Context: an optimization exercise on an open-source flow, tuned for small area, a short achievable clock period and few clock cycles per item. The choices shown serve that exercise and are no tape-out recipe.
RTL that was checked went through simulation tests only; none was proved equivalent to the original.
The RTL of run 4 was laid out without a check of its function.
Power is estimated from default activity; no workload was simulated.

**flow/design.v**
```verilog
module vrm_core (
    input  wire        clk,
    input  wire        rst,         
    output reg         mem_req,
    output reg         mem_we,
    output reg  [9:0]  mem_addr,
    output wire [39:0] mem_wdata,
    input  wire        mem_gnt,
    input  wire [39:0] mem_rdata,
    output reg         halted,
    output reg         fatal,
    output reg  [2:0]  reason,      
    output reg  [9:0]  ic,
    output reg  [39:0] tmp,
    output reg  [1:0]  c            
);
    localparam R_INV_ADDRESS = 3'd1;
    localparam R_INV_OP      = 3'd2;
    localparam R_OVERFLOW    = 3'd3;
    localparam R_NON_NUMERIC = 3'd4;
    localparam R_UNSUPPORTED = 3'd5;
    localparam K_CR    = 4'd0;
    localparam K_AD    = 4'd1;
    localparam K_SB    = 4'd2;
    localparam K_ML    = 4'd3;
    localparam K_MD    = 4'd4;
    localparam K_DV    = 4'd5;
    localparam K_CP    = 4'd6;
    localparam K_CM    = 4'd7;
    localparam K_JP    = 4'd8;
    localparam K_JE    = 4'd9;
    localparam K_JL    = 4'd10;
    localparam K_JM    = 4'd11;
    localparam K_HALT  = 4'd12;
    localparam K_UNSUP = 4'd13;
    localparam K_BAD   = 4'd14;
    localparam S_F    = 3'd0;
    localparam S_D    = 3'd1;
    localparam S_X    = 3'd2;
    localparam S_E    = 3'd3;
    localparam S_M    = 3'd4;
    localparam S_DB   = 3'd5;
    localparam S_STOP = 3'd6;
    reg [2:0]  state;
    reg        tnum;        
    reg        ai;          
    reg        bv;          
    reg [3:0]  bk;
    reg [9:0]  ba;
    reg [2:0]  xop;         
    assign mem_wdata = tmp;
    function is_d(input [7:0] ch);
        is_d = (ch[7:4] == 4'h3) && (ch[3:0] <= 4'd9);
    endfunction
    function is_num(input [39:0] w);
        is_num = is_d(w[39:32]) && is_d(w[31:24]) && is_d(w[23:16]) &&
                 is_d(w[15:8]) && is_d(w[7:0]);
    endfunction
    function [19:0] digits(input [39:0] w);
        digits = {w[35:32], w[27:24], w[19:16], w[11:8], w[3:0]};
    endfunction
    function [39:0] ascii(input [19:0] d);
        ascii = {4'h3, d[19:16], 4'h3, d[15:12], 4'h3, d[11:8], 4'h3, d[7:4], 4'h3, d[3:0]};
    endfunction
    function ge5(input [3:0] d);
        ge5 = d[3] | (d[2] & (d[1] | d[0]));
    endfunction
    function [2:0] sub5(input [3:0] d);
        sub5 = {d[3] & d[0], (d[2] & d[1] & d[0]) | (d[3] & !d[0]), !d[0]};
    endfunction
    function [4:0] dcor(input [4:0] t);
        reg cy;
        begin
            cy   = t[4] | (t[3] & (t[2] | t[1]));
            dcor = {cy, cy ? {sub5(t[4:1]), t[0]} : t[3:0]};
        end
    endfunction
    function [3:0] dinc(input [3:0] d);
        dinc = {d[3] | (d[2] & d[1] & d[0]), d[2] ^ (d[1] & d[0]), d[1] ^ d[0], !d[0]};
    endfunction
    function [3:0] nines(input [3:0] d);
        nines = {!(d[3] | d[2] | d[1]), d[2] ^ d[1], d[1], !d[0]};
    endfunction
    function [3:0] dbl1(input [3:0] d);
        dbl1 = ge5(d) ? {sub5(d), 1'b0} : {d[2:0], 1'b0};
    endfunction
    function [23:0] dbl(input [19:0] d, input ci);
        dbl = {3'd0, ge5(d[19:16]),
               dbl1(d[19:16]) | {3'd0, ge5(d[15:12])},
               dbl1(d[15:12]) | {3'd0, ge5(d[11:8])},
               dbl1(d[11:8])  | {3'd0, ge5(d[7:4])},
               dbl1(d[7:4])   | {3'd0, ge5(d[3:0])},
               dbl1(d[3:0])   | {3'd0, ci}};
    endfunction
    function [4:0] lz(input [19:0] d);
        reg n4, n3, n2, n1;
        begin
            n4 = (d[19:16] != 4'd0);
            n3 = (d[15:12] != 4'd0);
            n2 = (d[11:8]  != 4'd0);
            n1 = (d[7:4]   != 4'd0);
            lz = {n4, !n4 & n3, !n4 & !n3 & n2, !n4 & !n3 & !n2 & n1,
                  !n4 & !n3 & !n2 & !n1};
        end
    endfunction
    function [23:0] dbl6(input [23:0] d);
        reg [23:0] lo;
        begin
            lo   = dbl(d[19:0], 1'b0);
            dbl6 = {dbl1(d[23:20]) | lo[23:20], lo[19:0]};
        end
    endfunction
    wire [7:0] rc2 = mem_rdata[23:16];
    wire [7:0] rc3 = mem_rdata[15:8];
    wire [7:0] rc4 = mem_rdata[7:0];
    wire       args3 = is_d(rc2) && is_d(rc3) && is_d(rc4);
    wire       arg1  = is_d(rc4);
    wire [9:0] r100  = {rc2[3:0], 6'd0} + {1'b0, rc2[3:0], 5'd0} + {4'd0, rc2[3:0], 2'd0};
    wire [6:0] r10   = {rc3[3:0], 3'd0} + {2'd0, rc3[3:0], 1'b0};
    wire [9:0] rarg  = r100 + {3'd0, r10} + {6'd0, rc4[3:0]};
    wire [7:0] rc0 = mem_rdata[39:32];
    wire [7:0] rc1 = mem_rdata[31:24];
    wire a_C = (rc0 == "C"), a_A = (rc0 == "A"), a_S = (rc0 == "S"), a_M = (rc0 == "M"),
         a_D = (rc0 == "D"), a_J = (rc0 == "J"), a_G = (rc0 == "G"), a_P = (rc0 == "P"),
         a_R = (rc0 == "R"), a_W = (rc0 == "W"), a_H = (rc0 == "H"), a_L = (rc0 == "L");
    wire b_R = (rc1 == "R"), b_M = (rc1 == "M"), b_D = (rc1 == "D"), b_B = (rc1 == "B"),
         b_L = (rc1 == "L"), b_V = (rc1 == "V"), b_P = (rc1 == "P"), b_E = (rc1 == "E"),
         b_T = (rc1 == "T"), b_A = (rc1 == "A");
    wire i_CR = a_C & b_R, i_CM = a_C & b_M, i_AD = a_A & b_D, i_SB = a_S & b_B,
         i_ML = a_M & b_L, i_MD = a_M & b_D, i_DV = a_D & b_V, i_CP = a_C & b_P,
         i_JP = a_J & b_P, i_JE = a_J & b_E, i_JL = a_J & b_L, i_JM = a_J & b_M;
    wire i_U2 = ((a_G | a_P | a_R | a_W | a_S) & b_D) | ((a_G | a_P) & b_T);
    wire i_HALT = a_H & b_A & (rc2 == "L") & (rc3 == "T");
    wire i_U4 = ((a_S & b_T & (rc2 == "V") & (rc3 == "M")) |
                 (((a_S & b_V) | (a_L & b_D)) & (rc2 == "R") & (rc3 == "G")));
    wire i_two = i_CR | i_CM | i_AD | i_SB | i_ML | i_MD | i_DV | i_CP |
                 i_JP | i_JE | i_JL | i_JM | i_U2;
    wire r_ok  = (i_two & args3) | ((i_HALT | i_U4) & arg1);
    wire [3:0] rkind = !r_ok ? K_BAD :
        ({4{i_AD}} & K_AD) | ({4{i_SB}} & K_SB) | ({4{i_ML}} & K_ML) | ({4{i_MD}} & K_MD) |
        ({4{i_DV}} & K_DV) | ({4{i_CP}} & K_CP) | ({4{i_CM}} & K_CM) | ({4{i_JP}} & K_JP) |
        ({4{i_JE}} & K_JE) | ({4{i_JL}} & K_JL) | ({4{i_JM}} & K_JM) |
        ({4{i_HALT}} & K_HALT) | ({4{i_U2 | i_U4}} & K_UNSUP);
    wire [19:0] td = digits(tmp);
    wire [19:0] md = digits(mem_rdata);
    wire        m_num  = is_num(mem_rdata);
    wire        m_zero = (mem_rdata == "00000");
    wire        both_num = tnum && m_num;
    reg         cmp_lt, cmp_gt;
    integer     j;
    always @(*) begin
        cmp_lt = 1'b0;
        cmp_gt = 1'b0;
        for (j = 0; j < 40; j = j + 1) begin
            if (tmp[j] && !mem_rdata[j]) begin
                cmp_gt = 1'b1;
                cmp_lt = 1'b0;
            end else if (!tmp[j] && mem_rdata[j]) begin
                cmp_lt = 1'b1;
                cmp_gt = 1'b0;
            end
        end
    end
    wire [1:0]  cmp_w = {cmp_gt, cmp_lt};
    reg  [23:0] mr;         
    reg  [19:0] mx;         
    reg  [3:1]  mq;         
    reg  [4:0]  mdig;       
    reg  [1:0]  mph;        
    reg         m_ml;       
    reg  [23:0] m_y4;       
    reg  [23:0] m_y8;
    wire        in_m   = (state == S_M);
    wire [19:0] m_xw   = m_ml ? mx : td;
    wire [3:0]  m_x    = ({4{mdig[4]}} & m_xw[19:16]) | ({4{mdig[3]}} & m_xw[15:12]) |
                         ({4{mdig[2]}} & m_xw[11:8])  | ({4{mdig[1]}} & m_xw[7:4]) |
                         ({4{mdig[0]}} & m_xw[3:0]);
    wire [19:0] m_y1   = m_ml ? td : mx;
    wire [23:0] m_y2   = dbl(m_y1, 1'b0);
    wire [19:0] m_ys   = (xop == K_ML) ? td : md;    
    wire [23:0] m_ys4  = dbl6(dbl(m_ys, 1'b0));
    wire        m_first = (mph == 2'd0);
    wire [23:0] m_c     = m_first ? {mr[19:0], m_ml ? 4'd0 : m_x} : mr;
    wire        m_c1 = m_ml ? m_x[0] : (m_c >= {4'd0, m_y1});
    wire        m_c2 = m_ml ? m_x[1] : (m_c >= m_y2);
    wire        m_c4 = m_ml ? (m_x[3] | m_x[2]) : (m_c >= m_y4);
    wire        m_c8 = m_ml ? m_x[3] : (m_c >= m_y8);
    wire        m_hi   = m_first && m_c4;
    wire        m_two  = !m_hi && (mph != 2'd2) && m_c2;
    wire        m_one  = !m_hi && !m_two && m_c1;
    wire        m_dend = !m_hi && !m_two ? 1'b1 :
                         m_ml ? (m_hi ? (m_x[1:0] == 2'd0) : !m_x[0]) : 1'b0;
    wire [23:0] m_yb   = m_hi ? (m_c8 ? m_y8 : m_y4) : m_two ? m_y2 :
                         m_one ? {4'd0, m_y1} : 24'd0;
    wire        m_last = m_dend && mdig[0];
    wire        a_sub  = in_m ? !m_ml : (xop == K_SB);
    wire [23:0] a_x    = in_m ? m_c : {4'd0, td};
    wire [23:0] a_yp   = in_m ? m_yb : {4'd0, md};
    wire [23:0] a_y    = a_sub ? {nines(a_yp[23:20]), nines(a_yp[19:16]), nines(a_yp[15:12]),
                                  nines(a_yp[11:8]), nines(a_yp[7:4]), nines(a_yp[3:0])}
                               : a_yp;
    reg  [23:0] a_s;
    reg  [6:0]  a_c;        
    always @(*) begin : bcdadd
        reg [4:0] t;
        reg [4:0] r0;
        reg       p9;
        a_c[0] = a_sub;
        for (j = 0; j < 6; j = j + 1) begin
            t  = {1'b0, a_x[4*j +: 4]} + {1'b0, a_y[4*j +: 4]};
            r0 = dcor(t);
            p9 = (t == 5'd9);
            a_c[j+1] = r0[4] | (p9 & a_c[j]);
            a_s[4*j +: 4] = !a_c[j] ? r0[3:0] : p9 ? 4'd0 : dinc(r0[3:0]);
        end
    end
    wire        as_ovf = (xop == K_SB) ? !a_c[5] : a_c[5];
    wire [23:0] m_rn   = a_s;
    wire        m_ovf  = m_ml && ((a_s[23:20] != 4'd0) || a_c[6]);
    wire [3:0]  m_qd   = {mq[3], mq[2], mq[1], m_one};
    reg [2:0]  n_state;
    reg        n_req, n_we;
    reg [9:0]  n_addr;
    reg [9:0]  n_ic;
    reg        n_halted, n_fatal;
    reg [2:0]  n_reason;
    reg        n_bv;
    reg [2:0]  n_xop;
    wire [9:0] ic1 = ic + 10'd1;
    wire [9:0] ic2 = ic + 10'd2;
    wire [9:0] ic3 = ic + 10'd3;
    wire       pf  = mem_req && mem_gnt;    
    task fault(input [2:0] r);
        begin
            n_fatal  = 1'b1;
            n_reason = r;
            n_req    = 1'b0;
            n_we     = 1'b0;
            n_state  = S_STOP;
        end
    endtask
    task goto_f(input [9:0] a);
        begin
            n_ic = a;
            if (a >= 10'd1000) begin
                fault(R_INV_ADDRESS);
            end else begin
                n_req   = 1'b1;
                n_we    = 1'b0;
                n_addr  = a;
                n_state = S_F;
            end
        end
    endtask
    task dec(input [3:0] k, input [9:0] a, input [9:0] h, input [9:0] h1,
             input [9:0] h2, input [1:0] cc);
        reg jt;
        begin
            n_ic = h;
            if (k <= K_CM) begin
                n_req   = 1'b1;
                n_we    = (k == K_CM);
                n_addr  = a;
                n_xop   = k[2:0];
                n_state = S_X;
            end else if (k <= K_JM) begin
                jt = (k == K_JP) || (k == K_JE && cc == 2'd0) ||
                     (k == K_JL && cc == 2'd1) || (k == K_JM && cc == 2'd2);
                if (jt) begin
                    goto_f(a);
                end else if (pf) begin
                    n_ic    = h1;
                    n_req   = (h2 < 10'd1000);
                    n_we    = 1'b0;
                    n_addr  = h2;
                    n_state = S_D;
                end else begin
                    goto_f(h1);
                end
            end else if (k == K_HALT) begin
                n_halted = 1'b1;
                n_req    = 1'b0;
                n_we     = 1'b0;
                n_state  = S_STOP;
            end else if (k == K_UNSUP) begin
                fault(R_UNSUPPORTED);
            end else begin
                fault(R_INV_OP);
            end
        end
    endtask
    task retire;
        begin
            n_ic = ic1;
            if (bv) begin
                n_bv = 1'b0;
                d_go = 1'b1;
            end else if (pf) begin
                n_req   = (ic2 < 10'd1000);
                n_we    = 1'b0;
                n_addr  = ic2;
                n_state = S_D;
            end else begin
                goto_f(ic1);
            end
        end
    endtask
    reg         d_go;
    wire        d_mem = (state == S_D);
    wire        d_nxt = (state == S_E) || (state == S_M);
    wire [3:0]  d_k   = d_mem ? rkind : bk;
    wire [9:0]  d_a   = d_mem ? rarg : ba;
    wire [9:0]  d_h   = d_nxt ? ic1 : ic;
    wire [9:0]  d_h1  = d_nxt ? ic2 : ic1;
    wire [9:0]  d_h2  = d_nxt ? ic3 : ic2;
    reg        e_ok;        
    reg        e_md;        
    reg [39:0] n_tmp;
    reg        n_tnum;
    reg [1:0]  n_c;
    always @(*) begin
        n_state  = state;
        n_req    = mem_req;
        n_we     = mem_we;
        n_addr   = mem_addr;
        n_ic     = ic;
        n_halted = halted;
        n_fatal  = fatal;
        n_reason = reason;
        n_bv     = bv;
        n_xop    = xop;
        n_tmp    = tmp;
        n_tnum   = tnum;
        n_c      = c;
        e_ok     = 1'b0;
        e_md     = 1'b0;
        d_go     = 1'b0;
        case (state)
            S_F: begin
                if (mem_gnt) begin
                    n_req   = (ic1 < 10'd1000);
                    n_addr  = ic1;
                    n_state = S_D;
                end
            end
            S_D, S_DB: begin
                n_bv = 1'b0;
                d_go = 1'b1;
            end
            S_X: begin
                if (ai) n_bv = 1'b1;
                if (mem_gnt) begin
                    if (mem_we) begin
                        if (mem_addr == ic1) n_bv = 1'b0;
                        n_ic = ic1;
                        if (n_bv) begin
                            n_req   = (ic2 < 10'd1000);
                            n_we    = 1'b0;
                            n_addr  = ic2;
                            n_state = S_DB;
                        end else begin
                            goto_f(ic1);
                        end
                    end else begin
                        n_we    = 1'b0;
                        n_state = S_E;
                        n_addr  = n_bv ? ic2 : ic1;
                        n_req   = (n_addr < 10'd1000);
                    end
                end
            end
            S_E: begin
                case (xop)
                    K_CR[2:0]: begin
                        n_tmp  = mem_rdata;
                        n_tnum = m_num;
                    end
                    K_AD[2:0], K_SB[2:0]: n_tmp = ascii(a_s[19:0]);
                    K_CP[2:0]: n_c = cmp_w;
                    default: ;
                endcase
                retire;
            end
            S_M: begin
                if (m_dend && xop == K_DV[2:0])
                    n_tmp = ascii({mdig[4] ? m_qd : td[19:16],
                                   mdig[3] ? m_qd : td[15:12],
                                   mdig[2] ? m_qd : td[11:8],
                                   mdig[1] ? m_qd : td[7:4],
                                   mdig[0] ? m_qd : td[3:0]});
                if (m_last) begin
                    if (xop != K_DV[2:0]) n_tmp = ascii(m_rn[19:0]);
                    retire;
                end
            end
            default: begin   
                n_req = 1'b0;
                n_we  = 1'b0;
            end
        endcase
        if (d_go) dec(d_k, d_a, d_h, d_h1, d_h2, n_c);
        if (state == S_E) begin
        e_md = 1'b0;
        e_ok = 1'b1;
        case (xop)
            K_AD[2:0], K_SB[2:0]: begin
                if (!both_num) begin e_ok = 1'b0; n_reason = R_NON_NUMERIC; end
                else if (as_ovf) begin e_ok = 1'b0; n_reason = R_OVERFLOW; end
            end
            K_ML[2:0]: begin
                if (!both_num) begin e_ok = 1'b0; n_reason = R_NON_NUMERIC; end
                else e_md = 1'b1;
            end
            K_MD[2:0], K_DV[2:0]: begin
                if (m_zero) begin e_ok = 1'b0; n_reason = R_OVERFLOW; end
                else if (!both_num) begin e_ok = 1'b0; n_reason = R_NON_NUMERIC; end
                else e_md = 1'b1;
            end
            default: ;
        endcase
        if (!e_ok || e_md) begin
            n_ic     = ic;
            n_tmp    = tmp;
            n_tnum   = tnum;
            n_bv     = bv;
            n_xop    = xop;
            n_halted = 1'b0;
            n_we     = 1'b0;
            n_fatal  = !e_ok;
            n_state  = e_ok ? S_M : S_STOP;
            n_req    = e_ok && mem_req;
            n_addr   = mem_addr;
        end
        end
        if (state == S_M && m_ovf) begin
            n_tmp    = tmp;
            n_ic     = ic;
            n_halted = 1'b0;
            fault(R_OVERFLOW);
        end
    end
    always @(posedge clk) begin
        if (rst) begin
            state    <= S_F;
            mem_req  <= 1'b1;
            mem_we   <= 1'b0;
            mem_addr <= 10'd100;
            ic       <= 10'd100;
            tmp      <= "00000";
            tnum     <= 1'b1;
            c        <= 2'd0;
            halted   <= 1'b0;
            fatal    <= 1'b0;
            bv       <= 1'b0;
            ai       <= 1'b0;
        end else begin
            state    <= n_state;
            mem_req  <= n_req;
            mem_we   <= n_we;
            mem_addr <= n_addr;
            ic       <= n_ic;
            tmp      <= n_tmp;
            tnum     <= n_tnum;
            c        <= n_c;
            halted   <= n_halted;
            fatal    <= n_fatal;
            bv       <= n_bv;
            ai       <= pf;
        end
    end
    always @(posedge clk) begin
        reason <= n_reason;
        xop    <= n_xop;
        if (state == S_X && ai) begin
            bk <= rkind;
            ba <= rarg;
        end
        if (state == S_E) begin
            mx   <= md;
            m_ml <= (xop == K_ML);
            m_y4 <= m_ys4;
            m_y8 <= dbl6(m_ys4);
            mdig <= lz(xop == K_ML ? md : td);
            mr   <= 24'd0;
            mph  <= 2'd0;
            mq   <= 3'd0;
        end else if (state == S_M) begin
            mr <= m_rn;
            if (m_dend) begin
                mdig <= {1'b0, mdig[4:1]};
                mph  <= 2'd0;
                mq   <= 3'd0;
            end else if (m_hi) begin
                mph   <= 2'd1;
                mq[3] <= m_c8;
                mq[2] <= !m_c8;
            end else begin
                mph   <= 2'd2;
                mq[1] <= 1'b1;
            end
        end
    end
endmodule
```
**flow/run.sh**
```bash
#!/bin/bash
# synth_recipe.tcl (not shown) runs the flow's synth.tcl, then flattens the netlist and writes it again
# the make line also repeats each setting of config.mk as NAME=value (left out here)
make -C /OpenROAD-flow-scripts/flow DESIGN_CONFIG=/design/flow/config.mk WORK_HOME=/design/flow/orfs CLKGATE_MAP_FILE= SYNTH_SCRIPT=/design/flow/synth_recipe.tcl finish
```
**flow/config.mk**
```make
export PLATFORM = sky130hd
export DESIGN_NAME = vrm_core
export DESIGN_NICKNAME = vrm_core
export VERILOG_FILES = /design/flow/design.v
export SDC_FILE = /design/flow/constraint.sdc
export NUM_CORES = 4
export LEC_CHECK = 0
export CAP_MARGIN = 20
export CORE_MARGIN = 2
export CORE_UTILIZATION = 40
export SETUP_SLACK_MARGIN = 5
export SLEW_MARGIN = 20
```
**flow/constraint.sdc**
```tcl
create_clock -name core_clock -period 12.0 [get_ports {clk}]
set_input_delay 2.4000 -clock core_clock [delete_from_list [all_inputs] [get_ports {clk}]]
set_output_delay 2.4000 -clock core_clock [all_outputs]
set_load 0.01 [all_outputs]
```
==> results of run 1 <==
[worst max-delay path: cells and delay by family, from the launching register on]
kind	cells	cell delay, ns
AO/OA/AOI/OAI	14	3.24
AND/OR/NAND/NOR	6	1.30
buffers and inverters	7	1.05
adder cells (fa/ha/maj)	3	0.90
multiplexers	2	0.48
flip-flops	1	0.39
XOR/XNOR	1	0.11
[final cells by class]
type	instances	share of cell area [%]
multi-input cells	2354	63.0
clock buffers	18	1.61
inverters	128	1.85
repair buffers	353	12.7
well taps	696	3.26
clock inverters	14	0.421
flip-flops and latches	187	17.2
[kinds of logic after synthesis]
logic type,Yosys count,synth area share (%)
buffers and inverters,354,7.11
AND/OR/NAND/NOR,1064,24.4
AO/OA/AOI/OAI,932,29.0
flip-flops,187,21.2
XOR/XNOR,83,3.63
adder cells (fa/ha/maj),154,9.32
multiplexers,112,5.37
[stage by stage]
| stage | hold WS [ns] | cell area (sq um) | power, mW | setup slack [ns] |
|---|---|---|---|---|
| after floorplan | 0.425 | 21900 | 4.16 | 4.67 |
| after global placement | 0.444 | 23600 | 5.71 | 2.22 |
| after detailed placement | 0.451 | 23600 | 5.80 | 2.02 |
| after CTS | 0.468 | 25900 | 7.00 | 4.57 |
| after global routing | 0.517 | 26700 | 7.92 | 4.14 |
| final | 0.469 | 26700 | 7.57 | 4.38 |
[state kept, by name, indices dropped and copies added, names as in the netlist, 3 cells and up]
signal,count
tmp,40
ic,10
ba,10
mx,20
reason,3
mr,24
mdig,5
bk,4
m_y4,19
mq,3
mem_addr,10
m_y8,21
xop,3
state,3
[final timing paths]
| kind | slack [ns] | cells past startpoint | startpoint | end |
|---|---|---|---|---|
| worst max register to register | 4.38 | 33 | m_ml$_DFFE_PP_ | tmp[15]$_SDFFE_PP0P_ |
| worst min-delay path | 0.47 | 2 | mr[21]$_SDFFE_PP0P_ | mr[21]$_SDFFE_PP0P_ |
| worst min register to register | 0.47 | 2 | mr[21]$_SDFFE_PP0P_ | mr[21]$_SDFFE_PP0P_ |
| worst max-delay path | 4.38 | 33 | m_ml$_DFFE_PP_ | tmp[15]$_SDFFE_PP0P_ |
[layer usage]
layer	GRT usage, %	vias up
li1	-	11011
met3	7.43	426
met4	22.0	2
met2	56.4	1495
met5	0	-
met1	42.6	11907
[Yosys cell counts, types with 11 or more instances]
| master | number |
|---|---|
| nand2_1 | 341 |
| nor2_1 | 221 |
| o21ai_0 | 221 |
| a21oi_1 | 214 |
| ha_1 | 139 |
| clkbuf_1 | 136 |
| inv_1 | 127 |
| dfxtp_1 | 104 |
| nor3_1 | 87 |
| mux2i_1 | 86 |
| nand3_1 | 84 |
| edfxtp_1 | 83 |
| nor2b_1 | 60 |
| xnor2_1 | 55 |
| nand2b_1 | 50 |
| buf_4 | 42 |
| nand4_1 | 42 |
| o211ai_1 | 41 |
| a31oi_1 | 37 |
| a21o_1 | 36 |
| a211oi_1 | 33 |
| a22o_1 | 32 |
| a22oi_1 | 32 |
| and3_1 | 25 |
| buf_2 | 25 |
| mux2_2 | 25 |
| and2_1 | 23 |
| xor2_1 | 23 |
| nor4_1 | 22 |
| o21a_1 | 22 |
| buf_1 | 21 |
| o22ai_1 | 18 |
| o31ai_1 | 18 |
| o21ai_1 | 16 |
| a2111oi_0 | 15 |
| a221oi_1 | 15 |
| nand3b_1 | 15 |
| a211o_1 | 14 |
| nor3b_1 | 14 |
| fa_1 | 12 |
| or4_1 | 12 |
| nor4b_1 | 11 |
| o2111ai_1 | 11 |
| o221ai_1 | 11 |
[report_power, final]
part	switching [mW]	internal [mW]
clock	0.301	0.270
combinational	3.64	2.26
sequential	0.282	0.823
total	4.22	3.35
[timing repair]
| action | CTS | global route |
|---|---|---|
| resized for setup | 210 | 111 |
| cloned | 10 | 3 |
| setup buffers | 105 | 31 |
| setup endpoints to repair | 98 | 94 |
| pin swaps | 76 | 74 |
==> reports/results.ini, run 1 <==
[run_status]
status = timing/DRC/antenna clean

[drt]
via_per_inst = 6.62
drt-pass1-iter-count = 8
dr_wl_met3_microns = 9810
drc_errors = 0
routed.top_layer = met5
wl_met2_microns = 45300
m1WireLength_microns = 38300
routed_wl_microns = 101000
initialDrtViolationCount = 2745
num_vias = 24841
wire_per_inst_microns = 27.0
ant_nets = 0

[pwr]
powerDensity_mw_per_mm2 = 283
p_leak_nw = 10.6
ir_drop_mv = 0.191

[cells_and_area]
nFillCells = 5223
fin_cells = 3750
area_delta_synth_final_pct = 23.9
layout_commonest_cell = nand2_1
seq_area_sq_mm = 0.00459
multi_input_area_sq_mm = 0.0168
finalNetCount = 3235
drive_gt1_share_pct = 17.4
utilization_pct = 49.9
layout_common_cells = nand2_1, nor2_1, o21ai_0, a21oi_1, clkdlybuf4s50_1
num_antenna_cells = 0

[logic_synthesis]
synthArstFlopShare_pct = 0
syn_avg_cell_area_sq_um = 7.47
postSynthCellCount = 2886
ys_ff_latch = 187
synth_flop_cell = dfxtp_1
yosysTopAreaCellShare_pct = 11.6
synthTopCellsByArea = edfxtp_1, dfxtp_1, ha_1
syn-num-nets = 3080
ys_seq_area_share_pct = 21.2
synth_area_sq_mm = 0.0216
synth.largest_area_cell = edfxtp_1
synth_edf_count = 83
yosys_warnings = 1
synth.distinct_cells = 106

[placed_design]
place_inst = 3569
port_buffers = 151
hpwl_microns = 71500
gp_congestion = 1.02

[setup_path]
slowest_delay_ns = 0.53
crit_slowest_cell = or4_4
timing.setup.critical_path_class = flop to flop
crit_required_ns = 12.36
cp_max_fo = 8
cp-start-kind = flop
cp.arrival_ns = 7.98
critPathCaptureType = flop
cp_common_cell = buf_6

[cts]
cts-root-buf = clkbuf_16
clk_pin_slew_ns = 0.07
clk_latency_ns = 0.48
clkSinkCount = 187
cts-buffers-inserted = 17
cts-hold-fix-buffers = 0
cts_tree = yes
clock_path_buffers = 2
htree_levels = 4

[timing]
tns_ns = 0
tightest_slew_ns = 1.12
slew_violations = 0
period_share_pct = 63.5
report.final.hold_viol_count = 0
setup_violations = 0
fin_skew_ns = 0.0124
rsz0062_at_grt = yes
fmax_mhz = 131
maxSlewHeadroom_pct = 25.4
period_needed_ns = 7.62

[die]
die_x_microns = 236
start_util_pct = 40.2
io_pins = 152
rows = 85
fp.dieH_microns = 236
core-area_sq_mm = 0.0536
die_area_sq_mm = 0.0558

[global_route]
grt_usage_pct = 35.0
grt_overflow = 0
grt_first_pass_wirelength_microns = 150000
antenna_found_initial = 4
first_global_vias = 24024
grt_max_degree = 67

[job]
cap_viol_max_count = 0

[worst_hold_path]
min_path_type = flop to flop

Testbench counts, summed over its fixed seeds: cycles 73,702, instrs 28,647.
==> inputs of run 2 (changes only) <==
--- a/flow/design.v
+++ b/flow/design.v
@@ -168,17 +168,18 @@
     reg  [4:0]  mdig;       
     reg  [1:0]  mph;        
     reg         m_ml;       
-    reg  [23:0] m_y4;       
+    reg  [19:0] m_y1;       
+    reg  [23:0] m_y2;
+    reg  [23:0] m_y4;
     reg  [23:0] m_y8;
     wire        in_m   = (state == S_M);
     wire [19:0] m_xw   = m_ml ? mx : td;
     wire [3:0]  m_x    = ({4{mdig[4]}} & m_xw[19:16]) | ({4{mdig[3]}} & m_xw[15:12]) |
                          ({4{mdig[2]}} & m_xw[11:8])  | ({4{mdig[1]}} & m_xw[7:4]) |
                          ({4{mdig[0]}} & m_xw[3:0]);
-    wire [19:0] m_y1   = m_ml ? td : mx;
-    wire [23:0] m_y2   = dbl(m_y1, 1'b0);
     wire [19:0] m_ys   = (xop == K_ML) ? td : md;    
-    wire [23:0] m_ys4  = dbl6(dbl(m_ys, 1'b0));
+    wire [23:0] m_ys2  = dbl(m_ys, 1'b0);
+    wire [23:0] m_ys4  = dbl6(m_ys2);
     wire        m_first = (mph == 2'd0);
     wire [23:0] m_c     = m_first ? {mr[19:0], m_ml ? 4'd0 : m_x} : mr;
     wire        m_c1 = m_ml ? m_x[0] : (m_c >= {4'd0, m_y1});
@@ -294,7 +295,7 @@
             n_ic = ic1;
             if (bv) begin
                 n_bv = 1'b0;
-                d_go = 1'b1;
+                use_dv;
             end else if (pf) begin
                 n_req   = (ic2 < 10'd1000);
                 n_we    = 1'b0;
@@ -305,7 +306,10 @@
             end
         end
     endtask
-    reg         d_go;
+    reg [2:0]   dv_state, dv_reason, dv_xop;
+    reg         dv_req, dv_we, dv_halted, dv_fatal;
+    reg [9:0]   dv_addr, dv_ic;
+    wire [1:0]  d_cc  = (state == S_E && xop == K_CP[2:0]) ? cmp_w : c;
     wire        d_mem = (state == S_D);
     wire        d_nxt = (state == S_E) || (state == S_M);
     wire [3:0]  d_k   = d_mem ? rkind : bk;
@@ -313,28 +317,56 @@
     wire [9:0]  d_h   = d_nxt ? ic1 : ic;
     wire [9:0]  d_h1  = d_nxt ? ic2 : ic1;
     wire [9:0]  d_h2  = d_nxt ? ic3 : ic2;
+    task set_defaults;
+        begin
+            n_state  = state;
+            n_req    = mem_req;
+            n_we     = mem_we;
+            n_addr   = mem_addr;
+            n_ic     = ic;
+            n_halted = halted;
+            n_fatal  = fatal;
+            n_reason = reason;
+            n_xop    = xop;
+        end
+    endtask
+    task use_dv;
+        begin
+            n_state  = dv_state;
+            n_req    = dv_req;
+            n_we     = dv_we;
+            n_addr   = dv_addr;
+            n_ic     = dv_ic;
+            n_halted = dv_halted;
+            n_fatal  = dv_fatal;
+            n_reason = dv_reason;
+            n_xop    = dv_xop;
+        end
+    endtask
     reg        e_ok;        
     reg        e_md;        
     reg [39:0] n_tmp;
     reg        n_tnum;
     reg [1:0]  n_c;
     always @(*) begin
-        n_state  = state;
-        n_req    = mem_req;
-        n_we     = mem_we;
-        n_addr   = mem_addr;
-        n_ic     = ic;
-        n_halted = halted;
-        n_fatal  = fatal;
-        n_reason = reason;
+        set_defaults;
+        dec(d_k, d_a, d_h, d_h1, d_h2, d_cc);
+        dv_state  = n_state;
+        dv_req    = n_req;
+        dv_we     = n_we;
+        dv_addr   = n_addr;
+        dv_ic     = n_ic;
+        dv_halted = n_halted;
+        dv_fatal  = n_fatal;
+        dv_reason = n_reason;
+        dv_xop    = n_xop;
+        set_defaults;
         n_bv     = bv;
-        n_xop    = xop;
         n_tmp    = tmp;
         n_tnum   = tnum;
         n_c      = c;
         e_ok     = 1'b0;
         e_md     = 1'b0;
-        d_go     = 1'b0;
         case (state)
             S_F: begin
                 if (mem_gnt) begin
@@ -345,7 +377,7 @@
             end
             S_D, S_DB: begin
                 n_bv = 1'b0;
-                d_go = 1'b1;
+                use_dv;
             end
             S_X: begin
                 if (ai) n_bv = 1'b1;
@@ -382,7 +414,7 @@
                 retire;
             end
             S_M: begin
-                if (m_dend && xop == K_DV[2:0])
+                if (xop == K_DV[2:0])
                     n_tmp = ascii({mdig[4] ? m_qd : td[19:16],
                                    mdig[3] ? m_qd : td[15:12],
                                    mdig[2] ? m_qd : td[11:8],
@@ -398,7 +430,6 @@
                 n_we  = 1'b0;
             end
         endcase
-        if (d_go) dec(d_k, d_a, d_h, d_h1, d_h2, n_c);
         if (state == S_E) begin
         e_md = 1'b0;
         e_ok = 1'b1;
@@ -478,6 +509,8 @@
         if (state == S_E) begin
             mx   <= md;
             m_ml <= (xop == K_ML);
+            m_y1 <= m_ys;
+            m_y2 <= m_ys2;
             m_y4 <= m_ys4;
             m_y8 <= dbl6(m_ys4);
             mdig <= lz(xop == K_ML ? md : td);
==> run 2 against run 1 <==
Compared with the run above: critical endpoint is now tmp[31]$_SDFFE_PP0P_; clock power increased by 62%; critical path depth down 12; largest cell class unchanged; still clean; sequential power grew 15%; worst setup slack better by 0.10 ns.
==> reports/results.ini, run 2 <==
[run_status]
status = timing/DRC/antenna clean  ; unchanged

[setup_path]
ff2ff_path_depth = 32  ; was 33
path_cells = clkdlybuf4s50_1 -> inv_1 -> nor2_1 -> a21oi_1 -> xnor2_1 -> ha_2 -> fa_2 -> a21o_1 -> a2111oi_4 -> nor4bb_4 -> o211ai_4 -> a21oi_4 -> buf_6 -> o21ai_2 -> a2111o_1 -> o31a_1 -> nor3_4 -> buf_12 -> buf_8 -> a21oi_4 -> a22o_1
crit_family = compound AO/OA/AOI/OAI gates  ; unchanged
worstSetupPathDepth = 21  ; was 33
crit_slowest_cell = clkdlybuf4s50_1  ; was or4_4
cp_max_fo = 8  ; unchanged
slowest_delay_ns = 0.84  ; was 0.53 ns
cp-start-kind = input pin  ; was flop
timing.setup.critical_path_class = input pin to flop  ; was flop to flop
cp_common_cell = a21oi_4  ; was buf_6
r2r_start = mdig[2]$_DFFE_PP_  ; was m_ml$_DFFE_PP_
rrSetupSlack_ns = 4.50  ; was 4.38 ns
critPathCaptureType = flop  ; unchanged
cp.arrival_ns = 7.99  ; was 7.98 ns
r2r_end = tmp[31]$_SDFFE_PP0P_  ; was tmp[15]$_SDFFE_PP0P_
crit_buf_inv = 5  ; was 7
crit_required_ns = 12.47  ; was 12.36 ns

[die]
core-area_sq_mm = 0.0549  ; was 0.0536 sq mm
io_pins = 152  ; unchanged
start_util_pct = 40.3  ; was 40.2%
die_area_sq_mm = 0.0572  ; was 0.0558 sq mm
die_x_microns = 239  ; was 236 microns
fp.dieH_microns = 239  ; was 236 microns
rows = 86  ; was 85

[cts]
cts-buffers-inserted = 28  ; was 17
cts-root-buf = clkbuf_16  ; unchanged
clk_pin_slew_ns = 0.06  ; was 0.07 ns
clock_path_buffers = 3  ; was 2
cts_tree = yes  ; unchanged
htree_levels = 1  ; was 4
clkSinkCount = 226  ; was 187
clk_latency_ns = 0.59  ; was 0.48 ns

[placed_design]
hpwl_microns = 68300  ; was 71500 microns
place_ws_ns = 2.88  ; was 2.02 ns
port_buffers = 151  ; unchanged
place_area_sq_mm = 0.0242  ; was 0.0236 sq mm
gp_congestion = 1.00  ; was 1.02

[drt]
initialDrtViolationCount = 3028  ; was 2745
routed_wl_microns = 97000  ; was 101000 microns
ant_nets = 0  ; unchanged
num_vias = 24632  ; was 24841
via_per_inst = 6.54  ; was 6.62
drc_errors = 0  ; unchanged
drt-pass1-iter-count = 6  ; was 8
wire_per_inst_microns = 25.7  ; was 27.0 microns

[logic_synthesis]
postSynthCellCount = 2887  ; was 2886
synthArstFlopShare_pct = 0  ; unchanged
synth_edf_count = 122  ; was 83
synth_flop_cell = edfxtp_1  ; was dfxtp_1
yosys_warnings = 1  ; unchanged
syn-num-nets = 3081  ; was 3080
synth.distinct_cells = 97  ; was 106
yosysTopAreaCellShare_pct = 16.6  ; was 11.6%
syn_avg_cell_area_sq_um = 7.66  ; was 7.47 sq um
synthTopCellsByArea = edfxtp_1, dfxtp_1, ha_1  ; unchanged
ys_seq_area_share_pct = 26.0  ; was 21.2%
synth.largest_area_cell = edfxtp_1  ; unchanged
yosys-top-cells-count = nand2_1, nor2_1, o21ai_0  ; unchanged
ys_ff_latch = 226  ; was 187
synth_area_sq_mm = 0.0221  ; was 0.0216 sq mm
synth_most_common_cell = nand2_1  ; unchanged

[timing]
report.final.hold_viol_count = 0  ; unchanged
slew_violations = 0  ; unchanged
maxSlewHeadroom_pct = 26.6  ; was 25.4%
fmax_mhz = 133  ; was 131 MHz
tns_ns = 0  ; unchanged
fin_skew_ns = 0.0227  ; was 0.0124 ns
period_share_pct = 62.6  ; was 63.5%
tightest_slew_ns = 1.10  ; was 1.12 ns
rsz0062_at_grt = yes  ; unchanged
fin_ws_ns = 4.48  ; was 4.38 ns
setup_violations = 0  ; unchanged
period_needed_ns = 7.52  ; was 7.62 ns

[cells_and_area]
layout_commonest_cell = nand2_1  ; unchanged
stdcell_area_sq_mm = 0.0271  ; was 0.0267 sq mm
finalNetCount = 3235  ; unchanged
largest_register_ffs = 40  ; unchanged
top_register = tmp  ; unchanged
drive_gt1_share_pct = 13.6  ; was 17.4%
area_delta_synth_final_pct = 22.5  ; was 23.9%
largestRegisters = tmp x40, mr x24, m_y8 x21  ; unchanged
layout_common_cells = nand2_1, nor2_1, o21ai_0, inv_1, a21oi_1  ; was nand2_1, nor2_1, o21ai_0, a21oi_1, clkdlybuf4s50_1

[pwr]
p_leak_nw = 10.9  ; was 10.6 nW
powerDensity_mw_per_mm2 = 280  ; was 283 mW/mm^2
ir_drop_mv = 0.167  ; was 0.191 mV

[global_route]
first_global_vias = 23259  ; was 24024
grt_usage_pct = 32.8  ; was 35.0%
grt_max_degree = 73  ; was 67
grt_overflow = 0  ; unchanged
grt_first_pass_wirelength_microns = 144000  ; was 150000 microns
antenna_found_initial = 1  ; was 4

[worst_hold_path]
min_path_type = flop to flop  ; unchanged
worstHoldStart = mr[21]$_SDFFE_PN0P_  ; was mr[21]$_SDFFE_PP0P_
hold_end = mr[21]$_SDFFE_PN0P_  ; was mr[21]$_SDFFE_PP0P_
hold_depth = 2  ; unchanged

[job]
cap_viol_max_count = 0  ; unchanged

## run 2: cell count changes after synthesis, moves of 21 or more
cell,change
inv_1,+52
nor2_1,+40
edfxtp_1,+39
nor3_1,-31
a21oi_1,-30
a211oi_1,+21
a31oi_1,+21
mux2i_1,-21
## run 2: final cells by class
class	instances	area [sq um]
well taps	704	881
repair buffers	321	3050
multi-input cells	2279	15800
clock inverters	17	209
diodes	1	2.50
clock buffers	35	748
flip-flops and latches	226	5750
inverters	185	697
fillers	5256	27800
## run 2: routing by layer
metal | part of all wire (%) | wire, microns | GRT usage (%) | vias up
li1 | - | - | - | 10963
met1 | 41 | 39400 | 44.4 | 11738
met2 | 43 | 41600 | 50.4 | 1631
met3 | 12 | 11200 | 6.32 | 300
met4 | 4.9 | 4710 | 14.7 | 0
met5 | 0 | 0 | 0 | -
## run 2: what timing repair did
item	4_1_cts	5_1_grt
resized for setup	138	80
hold buffers	0	0
cloned	11	3
setup endpoints to repair	94	82
buffers inserted	68	36
pin swaps	62	72
## run 2: how the worst max path moves through the flow
stage | start | end
after floorplan | mdig[3]$_DFFE_PP_ | tmp[34]$_SDFFE_PP0P_
after global placement | mph[1]$_SDFFE_PN0P_ | tmp[30]$_SDFFE_PP0P_
after detailed placement | mph[0]$_SDFFE_PN0P_ | tmp[39]$_SDFFE_PP0P_
after CTS | mdig[2]$_DFFE_PP_ | tmp[31]$_SDFFE_PP0P_
after global routing | mdig[3]$_DFFE_PP_ | tmp[31]$_SDFFE_PP0P_
final | mem_rdata[16] | tmp[31]$_SDFFE_PP0P_
## run 2: cell families after synthesis
kind of cell,share of synthesized area (%)
and+or+nand+nor,23.4
xor gates and xnor gates,3.61
AOI/OAI and AO/OA,26.1
adders and majority gates,9.31
buffers and inverters,7.49
DFF,26.0
muxes,4.02
## run 2: tightest hold or removal path: stages, from the launching register on
cell     delay, ns
dfxtp_1       0.33
nand2_1       0.04
o21ai_0       0.05
## run 2: per-stage QoR
stage / utilization, % / total power, mW / hold slack (ns) / cells
3_3_place_gp: 44.0 / 5.52 / 0.455 / 3597
2_1_floorplan: - / 4.28 / 0.420 / 2887
6_report: 49.4 / 7.57 / 0.457 / 3768
3_5_place_dp: 44.0 / 5.63 / 0.445 / 3597
4_1_cts: 48.1 / 7.10 / 0.459 / 3728
5_1_grt: 49.4 / 7.99 / 0.507 / 3767
## run 2: where the power goes
group / total [mW] / switching [mW] / internal, mW / leakage (nW)
clock: 0.924 / 0.377 / 0.547 / 0.471
sequential: 1.27 / 0.273 / 0.996 / 1.97
combinational: 5.38 / 3.29 / 2.10 / 8.46
Testbench counts of run 2, summed over its fixed seeds: cycles 73,702, instrs 28,647.
==> inputs of run 3 (changes only) <==
--- a/flow/design.v
+++ b/flow/design.v
@@ -45,6 +45,7 @@
     reg        tnum;        
     reg        ai;          
     reg        bv;          
+    reg        pj;          
     reg [3:0]  bk;
     reg [9:0]  ba;
     reg [2:0]  xop;         
@@ -254,7 +255,7 @@
         end
     endtask
     task dec(input [3:0] k, input [9:0] a, input [9:0] h, input [9:0] h1,
-             input [9:0] h2, input [1:0] cc);
+             input [9:0] h2, input [1:0] cc, input tp, input [9:0] a1);
         reg jt;
         begin
             n_ic = h;
@@ -267,9 +268,15 @@
             end else if (k <= K_JM) begin
                 jt = (k == K_JP) || (k == K_JE && cc == 2'd0) ||
                      (k == K_JL && cc == 2'd1) || (k == K_JM && cc == 2'd2);
-                if (jt) begin
+                if (jt && tp) begin
+                    n_ic    = a;
+                    n_req   = (a1 < 10'd1000);
+                    n_we    = 1'b0;
+                    n_addr  = a1;
+                    n_state = S_D;
+                end else if (jt) begin
                     goto_f(a);
-                end else if (pf) begin
+                end else if (pf && !pj) begin
                     n_ic    = h1;
                     n_req   = (h2 < 10'd1000);
                     n_we    = 1'b0;
@@ -343,6 +350,9 @@
             n_xop    = dv_xop;
         end
     endtask
+    reg        n_pj;
+    wire [3:0] x_bk  = ai ? rkind : bk;
+    wire       x_jmp = (x_bk >= K_JP) && (x_bk <= K_JM);
     reg        e_ok;        
     reg        e_md;        
     reg [39:0] n_tmp;
@@ -350,7 +360,7 @@
     reg [1:0]  n_c;
     always @(*) begin
         set_defaults;
-        dec(d_k, d_a, d_h, d_h1, d_h2, d_cc);
+        dec(d_k, d_a, d_h, d_h1, d_h2, d_cc, pj && pf, ba + 10'd1);
         dv_state  = n_state;
         dv_req    = n_req;
         dv_we     = n_we;
@@ -361,6 +371,7 @@
         dv_reason = n_reason;
         dv_xop    = n_xop;
         set_defaults;
+        n_pj     = 1'b0;
         n_bv     = bv;
         n_tmp    = tmp;
         n_tnum   = tnum;
@@ -399,6 +410,11 @@
                         n_addr  = n_bv ? ic2 : ic1;
                         n_req   = (n_addr < 10'd1000);
                     end
+                    if (n_bv && x_jmp) begin
+                        n_req  = 1'b1;
+                        n_addr = ai ? rarg : ba;
+                        n_pj   = 1'b1;
+                    end
                 end
             end
             S_E: begin
@@ -423,6 +439,8 @@
                 if (m_last) begin
                     if (xop != K_DV[2:0]) n_tmp = ascii(m_rn[19:0]);
                     retire;
+                end else begin
+                    n_pj = pj;
                 end
             end
             default: begin   
@@ -460,6 +478,7 @@
             n_fatal  = !e_ok;
             n_state  = e_ok ? S_M : S_STOP;
             n_req    = e_ok && mem_req;
+            n_pj     = e_ok && pj;
             n_addr   = mem_addr;
         end
         end
@@ -483,6 +502,7 @@
             halted   <= 1'b0;
             fatal    <= 1'b0;
             bv       <= 1'b0;
+            pj       <= 1'b0;
             ai       <= 1'b0;
         end else begin
             state    <= n_state;
@@ -496,6 +516,7 @@
             halted   <= n_halted;
             fatal    <= n_fatal;
             bv       <= n_bv;
+            pj       <= n_pj;
             ai       <= pf;
         end
     end
==> run 3 against run 2 <==
Compared with the run above: first-iteration DRC count decreased by 5.7%; final cell count increased by 1.5%; non-clock buffer count decreased by 4; count of clock-buffer cells in the layout unchanged; highest routed layer unchanged; synthesized cell count increased by 0.45%; clock power about the same.
==> reports/results.ini, run 3 <==
[run_status]
status = timing/DRC/antenna clean  ; unchanged

[global_route]
grt_max_degree = 70  ; was 73
grt_first_pass_wirelength_microns = 143000  ; was 144000 microns
first_global_vias = 23067  ; was 23259
antenna_found_initial = 1  ; unchanged
grt_overflow = 0  ; unchanged
grt_usage_pct = 32.3  ; was 32.8%

[cts]
cts-buffers-inserted = 30  ; was 28
clk_pin_slew_ns = 0.07  ; was 0.06 ns
clock_path_buffers = 3  ; unchanged
clk_latency_ns = 0.61  ; was 0.59 ns
clkSinkCount = 227  ; was 226
cts-root-buf = clkbuf_16  ; unchanged
cts_tree = yes  ; unchanged
htree_levels = 1  ; unchanged

[logic_synthesis]
synth_mux_area_share_pct = 4.40  ; was 4.02%
ys_seq_area_share_pct = 25.9  ; was 26.0%
yosys_warnings = 1  ; unchanged
synth.largest_area_cell = edfxtp_1  ; unchanged
syn-num-nets = 3095  ; was 3081
synthTopCellsByArea = edfxtp_1, dfxtp_1, ha_1  ; unchanged
synth_edf_count = 122  ; unchanged
synthAdderAreaFrac_pct = 9.26  ; was 9.31%
synth_most_common_cell = nand2_1  ; unchanged
yosysTopAreaCellShare_pct = 16.4  ; was 16.6%
yosys-top-cells-count = nand2_1, o21ai_0, nor2_1  ; was nand2_1, nor2_1, o21ai_0
synth-simple-area-share_pct = 22.5  ; was 23.4%
postSynthCellCount = 2900  ; was 2887
synth_area_sq_mm = 0.0223  ; was 0.0221 sq mm
synth_xor_area_share_pct = 4.09  ; was 3.61%
synthArstFlopShare_pct = 0  ; unchanged
synth_compound_area_share_pct = 26.4  ; was 26.1%
syn_avg_cell_area_sq_um = 7.68  ; was 7.66 sq um
synth_flop_cell = edfxtp_1  ; unchanged
ys_ff_latch = 227  ; was 226
synth_top_family_by_area = compound AO/OA/AOI/OAI gates  ; unchanged
synth.distinct_cells = 101  ; was 97

[drt]
initialDrtViolationCount = 2854  ; was 3028
ant_nets = 0  ; unchanged
num_vias = 24483  ; was 24632
drc_errors = 0  ; unchanged
wire_per_inst_microns = 25.3  ; was 25.7 microns
drt-pass1-iter-count = 7  ; was 6
routed_wl_microns = 96700  ; was 97000 microns
via_per_inst = 6.40  ; was 6.54

[cells_and_area]
finalNetCount = 3247  ; was 3235
area_delta_synth_final_pct = 22.4  ; was 22.5%
layout_commonest_cell = nand2_1  ; unchanged
largest_register_ffs = 40  ; unchanged
largestRegisters = tmp x40, mr x24  ; was tmp x40, mr x24, m_y8 x21
top_register = tmp  ; unchanged
layout_common_cells = nand2_1, o21ai_0, nor2_1, inv_1, a21oi_1  ; was nand2_1, nor2_1, o21ai_0, inv_1, a21oi_1
drive_gt1_share_pct = 13.3  ; was 13.6%

[worst_hold_path]
min_path_type = flop to flop  ; unchanged
worstHoldStart = mr[21]$_SDFFE_PN0P_  ; unchanged
hold_end = mr[21]$_SDFFE_PN0P_  ; unchanged
hold_depth = 2  ; unchanged

[die]
io_pins = 152  ; unchanged
die_x_microns = 240  ; was 239 microns
fp.dieH_microns = 240  ; was 239 microns
rows = 86  ; unchanged
start_util_pct = 40.4  ; was 40.3%
core-area_sq_mm = 0.0551  ; was 0.0549 sq mm
die_area_sq_mm = 0.0576  ; was 0.0572 sq mm

[timing]
rsz0062_at_grt = yes  ; unchanged
fin_skew_ns = 0.0209  ; was 0.0227 ns
maxSlewHeadroom_pct = 20.3  ; was 26.6%
period_needed_ns = 7.58  ; was 7.52 ns
report.final.hold_viol_count = 0  ; unchanged
setup_violations = 0  ; unchanged
fmax_mhz = 132  ; was 133 MHz
slew_violations = 0  ; unchanged
tightest_slew_ns = 1.19  ; was 1.10 ns
fin_ws_ns = 4.42  ; was 4.48 ns
tns_ns = 0  ; unchanged
period_share_pct = 63.2  ; was 62.6%

[job]
cap_viol_max_count = 0  ; unchanged

[setup_path]
cp-start-kind = flop  ; was input pin
slowest_delay_ns = 0.55  ; was 0.84 ns
ff2ff_path_depth = 34  ; was 32
crit_buf_inv = 7  ; was 5
cp.arrival_ns = 8.09  ; was 7.99 ns
crit_required_ns = 12.51  ; was 12.47 ns
crit_slowest_cell = edfxtp_1  ; was clkdlybuf4s50_1
r2r_end = tmp[33]$_SDFFE_PP0P_  ; was tmp[31]$_SDFFE_PP0P_
crit_family = compound AO/OA/AOI/OAI gates  ; unchanged
rrSetupSlack_ns = 4.42  ; was 4.50 ns
critPathCaptureType = flop  ; unchanged
r2r_start = mdig[3]$_DFFE_PP_  ; was mdig[2]$_DFFE_PP_
cp_max_fo = 7  ; was 8
timing.setup.critical_path_class = flop to flop  ; was input pin to flop

[pwr]
ir_drop_mv = 0.239  ; was 0.167 mV
p_leak_nw = 11.1  ; was 10.9 nW
powerDensity_mw_per_mm2 = 300  ; was 280 mW/mm^2

[placed_design]
hpwl_microns = 69000  ; was 68300 microns
port_buffers = 151  ; unchanged
gp_congestion = 0.980  ; was 1.00
place_ws_ns = 2.90  ; was 2.88 ns

run 3: layer usage:
| metal | up-vias | part of all wire (%) | global-route usage (%) |
|---|---|---|---|
| li1 | 10969 | - | - |
| met1 | 11747 | 42 | 43.8 |
| met2 | 1447 | 44 | 50.6 |
| met3 | 320 | 9.5 | 5.30 |
| met4 | 0 | 5.1 | 14.5 |
| met5 | - | 0 | 0 |
run 3: through the flow:
step	power (mW)	cells	hold slack [ns]	area, sq um	utilization (%)
2_1_floorplan	4.51	2900	0.425	22400	-
3_3_place_gp	6.01	3648	0.455	24200	44.0
3_5_place_dp	6.11	3648	0.458	24200	44.0
4_1_cts	7.68	3788	0.472	26700	48.4
5_1_grt	8.60	3824	0.496	27300	49.5
6_report	8.17	3826	0.471	27300	49.5
run 3: timing repair:
item | CTS | global route
setup buffers | 72 | 35
gates resized for setup | 169 | 58
endpoints found under the setup margin | 94 | 81
pin swaps | 68 | 85
endpoints found under the hold margin | 0 | 0
gates cloned | 12 | 1
hold buffers | 0 | 0
run 3: layout make-up:
| cell class | instances | area, sq um |
|---|---|---|
| inverters | 195 | 738 |
| fillers | 5387 | 27800 |
| clock inverters | 21 | 175 |
| diodes | 2 | 5.00 |
| well taps | 748 | 936 |
| flip-flops and latches | 227 | 5780 |
| repair buffers | 317 | 3080 |
| multi-input cells | 2281 | 15700 |
| clock buffers | 35 | 811 |
run 3: how the worst max path moves through the flow:
| stage | start | to | slack [ns] | depth (start not counted) |
|---|---|---|---|---|
| 2_1_floorplan | mph[0]$_SDFFE_PN0P_ | ic[1]$_SDFFE_PP0P_ | 5.01 | 32 |
| 3_3_place_gp | mdig[0]$_DFFE_PP_ | tmp[36]$_SDFFE_PP1P_ | 3.19 | 32 |
| 3_5_place_dp | mph[0]$_SDFFE_PN0P_ | tmp[36]$_SDFFE_PP1P_ | 2.90 | 31 |
| 4_1_cts | mdig[3]$_DFFE_PP_ | tmp[25]$_SDFFE_PP0P_ | 4.55 | 35 |
| 5_1_grt | mdig[2]$_DFFE_PP_ | tmp[33]$_SDFFE_PP0P_ | 4.16 | 35 |
| 6_report | mdig[3]$_DFFE_PP_ | tmp[33]$_SDFFE_PP0P_ | 4.42 | 34 |
run 3: power by group:
part	leakage [nW]	switching, mW	internal (mW)
Clock	0.474	0.399	0.526
Combinational	8.62	3.61	2.31
Sequential	1.96	0.310	1.02
Total	11.1	4.32	3.85
run 3: worst min-delay path, stage by stage (launching register included):
cell	delay, ns
dfxtp_1	0.33
nand2_1	0.05
o21ai_0	0.06
run 3: kinds of logic (layout without fill, tap and decap cells):
group,count (synthesis),count (layout)
muxes,95,95
buffers and inverters,396,568
and+or+nand+nor,1034,1037
adders and majority gates,159,159
DFF,227,227
AOI/OAI and AO/OA,893,894
xor gates and xnor gates,96,96
other,0,2
Testbench counts of run 3, summed over its fixed seeds: cycles 72,153, instrs 28,647.
==> inputs of run 4 (changes only) <==
--- a/flow/design.v
+++ b/flow/design.v
@@ -164,17 +164,17 @@
     end
     wire [1:0]  cmp_w = {cmp_gt, cmp_lt};
     reg  [23:0] mr;         
-    reg  [19:0] mx;         
+    reg  [19:0] mm;         
     reg  [3:1]  mq;         
     reg  [4:0]  mdig;       
     reg  [1:0]  mph;        
     reg         m_ml;       
-    reg  [19:0] m_y1;       
-    reg  [23:0] m_y2;
+    reg  [23:0] m_y2;       
     reg  [23:0] m_y4;
     reg  [23:0] m_y8;
     wire        in_m   = (state == S_M);
-    wire [19:0] m_xw   = m_ml ? mx : td;
+    wire [19:0] m_xw   = m_ml ? mm : td;
+    wire [19:0] m_y1   = m_ml ? td : mm;
     wire [3:0]  m_x    = ({4{mdig[4]}} & m_xw[19:16]) | ({4{mdig[3]}} & m_xw[15:12]) |
                          ({4{mdig[2]}} & m_xw[11:8])  | ({4{mdig[1]}} & m_xw[7:4]) |
                          ({4{mdig[0]}} & m_xw[3:0]);
@@ -528,9 +528,8 @@
             ba <= rarg;
         end
         if (state == S_E) begin
-            mx   <= md;
+            mm   <= md;
             m_ml <= (xop == K_ML);
-            m_y1 <= m_ys;
             m_y2 <= m_ys2;
             m_y4 <= m_ys4;
             m_y8 <= dbl6(m_ys4);
--- a/flow/config.mk
+++ b/flow/config.mk
@@ -10,3 +10,4 @@
 export CORE_UTILIZATION = 40
 export SETUP_SLACK_MARGIN = 5
 export SLEW_MARGIN = 20
+export TNS_END_PERCENT = 10
==> run 4 against run 3 <==
Compared with the run above: final cell count fell by 1.6%; sequential cell count decreased by 20; register-to-register slack better by 0.05 ns; critical path type unchanged; global-route usage increased by 3.4 points; utilization increased by 0.56 points; still clean; synthesized area decreased by 1.7%; synthesized cell count decreased by 0.69%; first-iteration DRC count is 18% higher.
==> reports/results.ini, run 4 <==
[cells_and_area]
drive_gt1_share_pct = 14.9  ; was 13.3%
area_delta_synth_final_pct = 23.4  ; was 22.4%
largest_register_ffs = 40  ; unchanged
layout_commonest_cell = nand2_1  ; unchanged
layout_common_cells = nand2_1, nor2_1, o21ai_0, inv_1, a21oi_1  ; was nand2_1, o21ai_0, nor2_1, inv_1, a21oi_1
largestRegisters = tmp x40, mr x24  ; unchanged
finalNetCount = 3240  ; was 3247
utilization_pct = 50.0  ; was 49.5%
top_register = tmp  ; unchanged

[setup_path]
slowest_delay_ns = 0.50  ; was 0.55 ns
timing.setup.critical_path_class = flop to flop  ; unchanged
cp_max_fo = 10  ; was 7
crit_required_ns = 12.48  ; was 12.51 ns
critPathCaptureType = flop  ; unchanged
rrSetupSlack_ns = 4.47  ; was 4.42 ns
cp.arrival_ns = 8.01  ; was 8.09 ns
cp-start-kind = flop  ; unchanged
crit_slowest_cell = edfxtp_1  ; unchanged

[logic_synthesis]
synth_flop_cell = dfxtp_1  ; was edfxtp_1
synth.largest_area_cell = edfxtp_1  ; unchanged
ys_seq_area_share_pct = 23.6  ; was 25.9%
synthArstFlopShare_pct = 0  ; unchanged
ys_ff_latch = 207  ; was 227
synthTopCellsByArea = edfxtp_1, dfxtp_1, ha_1  ; unchanged
yosysTopAreaCellShare_pct = 14.0  ; was 16.4%
synth.distinct_cells = 111  ; was 101
syn-num-nets = 3075  ; was 3095
synth_most_common_cell = nand2_1  ; unchanged
synth_edf_count = 102  ; was 122
yosys_warnings = 1  ; unchanged
syn_avg_cell_area_sq_um = 7.61  ; was 7.68 sq um
yosys-top-cells-count = nand2_1, nor2_1, o21ai_0  ; was nand2_1, o21ai_0, nor2_1
synth_area_sq_mm = 0.0219  ; was 0.0223 sq mm
postSynthCellCount = 2880  ; was 2900

[cts]
clk_pin_slew_ns = 0.07  ; about the same
clk_latency_ns = 0.61  ; about the same
cts-buffers-inserted = 27  ; was 30
cts-hold-fix-buffers = 0  ; unchanged
htree_levels = 1  ; unchanged
clock_path_buffers = 3  ; unchanged
clkSinkCount = 207  ; was 227
cts_tree = yes  ; unchanged
cts-root-buf = clkbuf_16  ; unchanged

[global_route]
grt_usage_pct = 35.7  ; was 32.3%
grt_max_degree = 72  ; was 70
grt_overflow = 0  ; unchanged
first_global_vias = 23050  ; was 23067
antenna_found_initial = 5  ; was 1
grt_first_pass_wirelength_microns = 153000  ; was 143000 microns

[drt]
drt-pass1-iter-count = 6  ; was 7
ant_nets = 0  ; unchanged
drc_errors = 0  ; unchanged
num_vias = 25141  ; was 24483
initialDrtViolationCount = 3364  ; was 2854
wire_per_inst_microns = 28.1  ; was 25.3 microns
routed_wl_microns = 106000  ; was 96700 microns
via_per_inst = 6.68  ; was 6.40

[timing]
tns_ns = 0  ; unchanged
period_needed_ns = 7.53  ; was 7.58 ns
period_share_pct = 62.7  ; was 63.2%
report.final.hold_viol_count = 0  ; unchanged
maxSlewHeadroom_pct = 27.4  ; was 20.3%
slew_violations = 0  ; unchanged
fin_skew_ns = 0.0290  ; was 0.0209 ns
tightest_slew_ns = 1.08  ; was 1.19 ns
rsz0062_at_grt = yes  ; unchanged
fmax_mhz = 133  ; was 132 MHz
setup_violations = 0  ; unchanged

[die]
io_pins = 152  ; unchanged
core-area_sq_mm = 0.0540  ; was 0.0551 sq mm
start_util_pct = 40.5  ; was 40.4%
die_area_sq_mm = 0.0567  ; was 0.0576 sq mm
fp.dieH_microns = 238  ; was 240 microns
rows = 85  ; was 86
die_x_microns = 238  ; was 240 microns

[worst_hold_path]
min_path_type = flop to flop  ; unchanged

[run_status]
status = timing/DRC/antenna clean  ; unchanged

[placed_design]
gp_congestion = 1.00  ; was 0.980
port_buffers = 151  ; unchanged
hpwl_microns = 75800  ; was 69000 microns

[job]
cap_viol_max_count = 0  ; unchanged

[pwr]
powerDensity_mw_per_mm2 = 311  ; was 300 mW/mm^2
p_leak_nw = 10.8  ; was 11.1 nW
ir_drop_mv = 0.185  ; was 0.239 mV

-- run 4: cell types whose count changed after synthesis, sizes merged, moves of 9 or more --
cell / change
edfxtp: -20
nand3: -20
o22ai: +27
nor2b: -9
o21ai: -26
a31oi: +11
buf: +13
a211oi: +25
a22oi: -18
a21oi: -11
o211ai: +23
nor2: +13
nand2b: -9
inv: -22
-- run 4: power by group --
group	internal, mW	total, mW	switching [mW]
Clock	0.505	0.880	0.375
Combinational	2.35	6.41	4.07
Sequential	0.907	1.12	0.216
Total	3.76	8.42	4.66
-- run 4: path summary, 6_finish.rpt --
path / start / to / cells after the start
hold / removal: tnum$_SDFFE_PP1P_ / tnum$_SDFFE_PP1P_ / 1
setup reg to reg: mdig[2]$_DFFE_PP_ / ic[5]$_SDFFE_PP1P_ / 33
hold reg to reg: tnum$_SDFFE_PP1P_ / tnum$_SDFFE_PP1P_ / 1
setup / recovery: mdig[2]$_DFFE_PP_ / ic[5]$_SDFFE_PP1P_ / 33
-- run 4: final cells by class --
class	count	area [sq um]
fill	5232	27000
multi-input combinational	2291	16100
sequential	207	5170
timing repair buffer	344	3280
tap	696	871
clock buffer	36	749
inverter	174	661
clock inverter	14	171
antenna	1	2.50
-- run 4: metal layers --
metal | global-route usage (%) | share of wire, % | up-vias
li1 | - | - | 10994
met5 | 0 | 0.026 | -
met1 | 49.7 | 42 | 12227
met3 | 9.67 | 12 | 340
met4 | 13.7 | 4.6 | 4
met2 | 52.4 | 41 | 1576
-- run 4: repair_timing --
action | CTS | global route
setup buffers | 87 | 26
endpoints found under the setup margin | 98 | 81
gates resized for setup | 163 | 66
pin swaps | 70 | 72
cloned | 3 | 5
-- run 4: cell families after synthesis --
family	count (synthesis)	synth area share, %
and+or+nand+nor	1018	22.5
xor gates and xnor gates	100	4.51
AOI/OAI and AO/OA	913	27.8
buffers and inverters	384	7.50
adders and majority gates	158	9.37
DFF	207	23.6
muxes	100	4.68
-- run 4: worst max-delay path, delay by kind of cell (launching register included) --
family	cells	cell delay (ns)
simple gates	11	1.88
flops	1	0.50
fa+ha+maj	3	0.87
buf+inv	4	0.67
xor+xnor	1	0.29
compound gates	14	3.17
-- run 4: per-stage QoR --
stage	setup slack, ns	std cells	power (mW)	instance area, sq um	hold WS, ns
finish	4.47	3763	8.42	27000	0.476
global route	4.40	3762	8.77	27000	0.486
CTS	4.79	3731	7.77	26400	0.470
detailed placement	2.41	3591	6.24	23900	0.455
global placement	2.63	3591	6.14	23900	0.442
floorplan	5.00	2880	4.41	22000	0.425

static timing again, ports no longer ideal:
The flow's constraints put no driver on any port. The routed layouts listed below were extracted and timed again, unchanged, in two steps. Step 1, drivers: a clkbuf_16 drives clk and a buf_2 each remaining input, both assumed. Step 2 also shifts input and output timing later by t, the mid clock arrival at the registers, as if the neighbouring blocks saw the same clock. a / b / c = no drivers / after step 1 / after step 2; a / b = the first two.
run	t (ns)	setup slack, ns	hold slack, ns	clock arrival spread, ns
run 1	0.537	4.382 / 4.382 / 4.018	0.469 / 0.469 / 0.469	0.012 / 0.012
run 2	0.639	4.484 / 4.504 / 3.871	0.457 / 0.457 / 0.457	0.022 / 0.022
run 3	0.662	4.421 / 4.421 / 3.914	0.471 / 0.471 / 0.471	0.022 / 0.022
run 4	0.659	4.472 / 4.472 / 4.155	0.476 / 0.476 / 0.476	0.029 / 0.029
After both steps setup and hold are still met in every run listed. The setup slack of run 2, which loses most, moves by +0.020 ns with the drivers and by -0.613 ns with both steps.
